Background: an optimization exercise with open tools, aiming at small area, a short achievable clock period and few clock cycles. Do not read the settings as production practice. In this exercise RTL edits were held to simulation tests only and were not proved equivalent to the original.

==> flow/design.v <==
module qd_core (
    input  wire        clk,
    input  wire        rst,             
    input  wire        req_valid,
    output wire        req_ready,
    input  wire [31:0] req_value,
    input  wire [31:0] req_cursor,
    input  wire [31:0] req_capacity,
    output wire        wr_valid,
    output wire [31:0] wr_addr,
    output wire [15:0] wr_data,
    output wire [1:0]  wr_be,
    output wire        rsp_valid,
    output wire [31:0] rsp_cursor,
    output wire [3:0]  rsp_len,
    output wire        rsp_status
);
    function [3:0] stp;
        input [3:0] x;
        begin
            stp[3] = (x[0] & x[2]) | (x[1] & x[2]);
            stp[2] = (~x[0] & ~x[1] & x[2]) | (x[0] & x[3]);
            stp[1] = (x[1] & ~x[2]) | (~x[0] & ~x[1] & x[2]) | (x[0] & x[1]) | (x[3]);
            stp[0] = (x[0] & ~x[2]) | (~x[0] & x[2]) | (x[3]);
        end
    endfunction
    function [3:0] dec;
        input [3:0] x;
        begin
            dec[3] = (x[0] & x[1] & x[3]);
            dec[2] = (x[2] & ~x[3]) | (~x[0] & x[3]) | (~x[1] & x[3]);
            dec[1] = (~x[0] & x[1]) | (x[1] & ~x[2] & ~x[3]) | (x[0] & ~x[1] & x[3]);
            dec[0] = (x[0] & ~x[2] & ~x[3]) | (~x[0] & x[3]) | (x[2] & x[3]);
        end
    endfunction
    function [11:0] dec8;
        input [7:0] b;
        reg   [11:0] s, t;
        reg   [12:0] ext;
        integer i, d;
        begin
            s = 12'd0;
            for (i = 0; i < 8; i = i + 1) begin
                ext = {s, b[7 - i]};
                for (d = 0; d < 3; d = d + 1)
                    t[4*d +: 4] = stp({s[4*d +: 3], ext[4*d]});
                s = t;
            end
            dec8 = s;
        end
    endfunction
    function [39:0] dd8;
        input [39:0] acc;
        input [7:0]  b;
        reg   [39:0] s, t;
        reg   [40:0] ext;
        integer i, d;
        begin
            s = acc;
            for (i = 0; i < 8; i = i + 1) begin
                ext = {s, b[7 - i]};
                for (d = 0; d < 10; d = d + 1)
                    if (d <= 7 || (d == 8 && i >= 2) || (d == 9 && i >= 5))
                        t[4*d +: 4] = stp({s[4*d +: 3], ext[4*d]});
                    else
                        t[4*d +: 4] = 4'd0;
                s = t;
            end
            dd8 = s;
        end
    endfunction
    reg         conv;        
    reg         beat;        
    reg         rsp;         
    reg         ready;       
    reg         st;          
    reg  [1:0]  cnt;         
    reg  [23:0] vlo;         
    reg  [39:0] bcd;         
    reg  [2:0]  p;           
    reg         single;      
    reg  [3:0]  len;         
    reg  [31:0] cur;         
    wire        cap_small  = (req_capacity[31:4] == 28'd0) && (req_capacity[3:0] < 4'd10);
    wire        nz3     = |req_value[31:24];
    wire        nz2     = |req_value[23:16];
    wire        nz1     = |req_value[15:8];
    wire [1:0]  top     = nz3 ? 2'd3 : nz2 ? 2'd2 : nz1 ? 2'd1 : 2'd0;
    wire [7:0]  topbyte = nz3 ? req_value[31:24] : nz2 ? req_value[23:16] :
                          nz1 ? req_value[15:8]  : req_value[7:0];
    wire [11:0] top_dec = dec8(topbyte);
    wire        small_ge10  = (req_value[7:0] >= 8'd10);
    wire        small_ge100 = (req_value[7:0] >= 8'd100);
    wire [7:0]  nxt_byte = (cnt == 2'd3) ? vlo[23:16] : (cnt == 2'd2) ? vlo[15:8] : vlo[7:0];
    wire [39:0] bcd_step = dd8(bcd, nxt_byte);
    wire        pz4 = |bcd_step[39:32];
    wire        pz3 = |bcd_step[31:24];
    wire        pz2 = |bcd_step[23:16];
    wire        pz1 = |bcd_step[15:8];
    wire [2:0]  p_step = pz4 ? 3'd4 : pz3 ? 3'd3 : pz2 ? 3'd2 : pz1 ? 3'd1 : 3'd0;
    wire        odd_step = pz4 ? ~|bcd_step[39:36] : pz3 ? ~|bcd_step[31:28] :
                           pz2 ? ~|bcd_step[23:20] : pz1 ? ~|bcd_step[15:12] :
                           ~|bcd_step[7:4];
    reg  [7:0] pair;
    always @(*) begin
        case (p)
            3'd4:    pair = bcd[39:32];
            3'd3:    pair = bcd[31:24];
            3'd2:    pair = bcd[23:16];
            3'd1:    pair = bcd[15:8];
            default: pair = bcd[7:0];
        endcase
    end
    wire [1:0]  step_len = beat ? (single ? 2'd1 : 2'd2) : 2'd0;
    wire        inc_c1   = cur[0] & step_len[0];
    wire        inc_h1   = cur[1] ^ step_len[1];
    wire        inc_c2   = (cur[1] & step_len[1]) | (inc_h1 & inc_c1);
    wire [31:0] cur_next;
    assign cur_next[0] = cur[0] ^ step_len[0];
    assign cur_next[1] = inc_h1 ^ inc_c1;
    genvar gi;
    generate
        for (gi = 2; gi < 32; gi = gi + 1) begin : g_inc
            if (gi == 2) begin : g_first
                assign cur_next[gi] = cur[gi] ^ inc_c2;
            end else begin : g_rest
                assign cur_next[gi] = cur[gi] ^ (inc_c2 & (&cur[gi-1:2]));
            end
        end
    endgenerate
    assign req_ready  = ready;
    assign wr_valid   = beat & ~rst;
    assign wr_addr    = cur;
    assign wr_data    = {4'h3, dec(pair[3:0]), 4'h3, dec(single ? pair[3:0] : pair[7:4])};
    assign wr_be      = {~single, 1'b1};
    assign rsp_valid  = rsp & ~rst;
    assign rsp_cursor = cur_next;
    assign rsp_len    = len;
    assign rsp_status = st;
    always @(posedge clk) begin
        if (rst) begin
            conv  <= 1'b0;
            beat  <= 1'b0;
            rsp   <= 1'b0;
            ready <= 1'b1;
        end else if (req_valid && ready) begin
            cur <= req_cursor;
            if (cap_small) begin
                st    <= 1'b1;
                len   <= 4'd0;
                conv  <= 1'b0;
                beat  <= 1'b0;
                rsp   <= 1'b1;
                ready <= 1'b1;
            end else begin
                st  <= 1'b0;
                vlo <= req_value[23:0];
                cnt <= top;
                bcd <= {28'd0, top_dec};
                if (top == 2'd0) begin
                    conv   <= 1'b0;
                    beat   <= 1'b1;
                    p      <= {2'd0, small_ge100};
                    single <= ~small_ge10 | small_ge100;
                    len    <= small_ge100 ? 4'd3 : small_ge10 ? 4'd2 : 4'd1;
                    rsp    <= ~small_ge100;
                    ready  <= ~small_ge100;
                end else begin
                    conv  <= 1'b1;
                    beat  <= 1'b0;
                    rsp   <= 1'b0;
                    ready <= 1'b0;
                end
            end
        end else if (conv) begin
            bcd <= bcd_step;
            cnt <= cnt - 2'd1;
            if (cnt == 2'd1) begin
                conv   <= 1'b0;
                beat   <= 1'b1;
                p      <= p_step;
                single <= odd_step;
                len    <= {p_step, 1'b0} + 4'd2 - {3'd0, odd_step};
                rsp    <= (p_step == 3'd0);
                ready  <= (p_step == 3'd0);
            end
        end else if (beat) begin
            cur    <= cur_next;
            single <= 1'b0;
            p      <= p - 3'd1;
            rsp    <= (p == 3'd1);
            ready  <= (p[2:1] == 2'd0);
            if (p == 3'd0) beat <= 1'b0;
        end else begin
            rsp   <= 1'b0;
            ready <= 1'b1;
        end
    end
endmodule
Settings: LEC_CHECK=0, ABC_AREA=1, CAP_MARGIN=20, CORE_MARGIN=2, CORE_UTILIZATION=65, SLEW_MARGIN=20; clock period 16.0 ns.
standard.sh (not shown) runs the stock make flow with config.mk's settings and CLKGATE_MAP_FILE= SYNTH_SCRIPT=/design/flow/synth_recipe.tcl, a recipe that flattens the netlist after the stock synthesis.
==> flow/flow/run.sh <==
#!/bin/bash
# Layout flow: the standard synthesis and layout (standard.sh), with two
# changes to how the layout is made:
#  - the port buffers that global placement inserts are buf_1 cells rather
#    than the delay-buffer cells buffer_ports picks on its own;
set -euo pipefail
export BUFFER_PORTS_ARGS="-buffer_cell sky130_fd_sc_hd__buf_1"
export SETUP_SLACK_MARGIN="${QD_SETUP_MARGIN:-8.5}"
bash standard.sh synth > log_synth.txt 2>&1
bash standard.sh floorplan > log_floorplan.txt 2>&1
bash standard.sh place > log_place.txt 2>&1
bash standard.sh cts > log_cts.txt 2>&1
bash standard.sh route > log_route.txt 2>&1
bash standard.sh finish > log_finish.txt 2>&1
The first run ran to the end with no violations.
Testbench counts at the start, summed over its fixed seeds: cycles 15,321.
Then changed:
- CORE_UTILIZATION: 65 -> 40
=>
- routed wire length goes up by 1.3%
- final area increases by 0.97%
- worst setup slack is better by 130 ps
- via count fell by 3.5%
- synthesized cell count does not change
- synthesized area stays the same
Then changed:
==> flow/run.sh (new file) <==
#!/bin/bash
# synth_recipe.tcl (not shown) runs the flow's synth.tcl, then flattens the netlist and writes it again
# the make line also repeats each setting of config.mk as NAME=value (left out here)
make -C /OpenROAD-flow-scripts/flow DESIGN_CONFIG=/design/flow/config.mk WORK_HOME=/design/flow/orfs CLKGATE_MAP_FILE= SYNTH_SCRIPT=/design/flow/synth_recipe.tcl finish
removed: flow/flow/run.sh
removed: flow/standard.sh
What happened:
- The changed run completed without violations
- clock-buffer cell count stays the same
- worst hold slack improved by 8.0 ps
- synthesized cell count does not change
- cell area is higher by 6.9%
- wire length is higher by 4.4%
- area after synthesis stays the same
- final cell count is lower by 1.2%
- clock skew barely changes
- sequential share of layout area is lower by 1.7 points
Then changed:
==> flow/flow/run.sh (new file) <==
#!/bin/bash
# Layout flow: the standard synthesis and layout (standard.sh), with two
# changes to how the layout is made:
#  - the port buffers that global placement inserts are buf_1 cells rather
#    than the delay-buffer cells buffer_ports picks on its own;
set -euo pipefail
export BUFFER_PORTS_ARGS="-buffer_cell sky130_fd_sc_hd__buf_1"
export SETUP_SLACK_MARGIN="${QD_SETUP_MARGIN:-9.5}"
bash standard.sh synth > log_synth.txt 2>&1
bash standard.sh floorplan > log_floorplan.txt 2>&1
bash standard.sh place > log_place.txt 2>&1
bash standard.sh cts > log_cts.txt 2>&1
bash standard.sh route > log_route.txt 2>&1
bash standard.sh finish > log_finish.txt 2>&1
==> flow/standard.sh (new file) <==
#!/bin/bash
# synth_recipe.tcl (not shown) runs the flow's synth.tcl, then flattens the netlist and writes it again
# the make line also repeats each setting of config.mk as NAME=value (left out here)
make -C /OpenROAD-flow-scripts/flow DESIGN_CONFIG=/design/flow/config.mk WORK_HOME=/design/flow/orfs CLKGATE_MAP_FILE= SYNTH_SCRIPT=/design/flow/synth_recipe.tcl "${@:-finish}"
removed: flow/run.sh
Outcome: The changed run ran to the end with no violations; via count grows by 3.9%; maximum frequency is higher by about 12%; area after synthesis does not change; global-route usage decreases by 0.52 points; worst setup slack improved by 910 ps.

==> re-timing with driven ports <==
The flow's constraints put no driver on any port. The routed layouts listed below were extracted and timed again, unchanged, in two steps. Step 1, drivers: a clkbuf_16 drives clk and a buf_2 each remaining input, both assumed. Step 2, shift: input delay + t, output delay - t, t = (earliest + latest rising clock arrival at the registers) / 2. This alone moves slack from input paths to output paths. Three values: no drivers, after step 1, after step 2; two values: the first two.
| run | t, ns | setup slack, ns | slew at the worst register clock pin (ns) |
|---|---|---|---|
| the first run | 0.409 | 8.477 / 8.433 / 8.674 | 0.09 / 0.09 |
| the second run | 0.407 | 8.607 / 8.559 / 8.760 | 0.09 / 0.09 |
| the third run | 0.415 | 7.743 / 7.695 / 8.102 | 0.10 / 0.10 |
| the fourth run | 0.408 | 8.651 / 8.604 / 9.013 | 0.09 / 0.09 |
After both steps setup and hold are still met in every run listed.
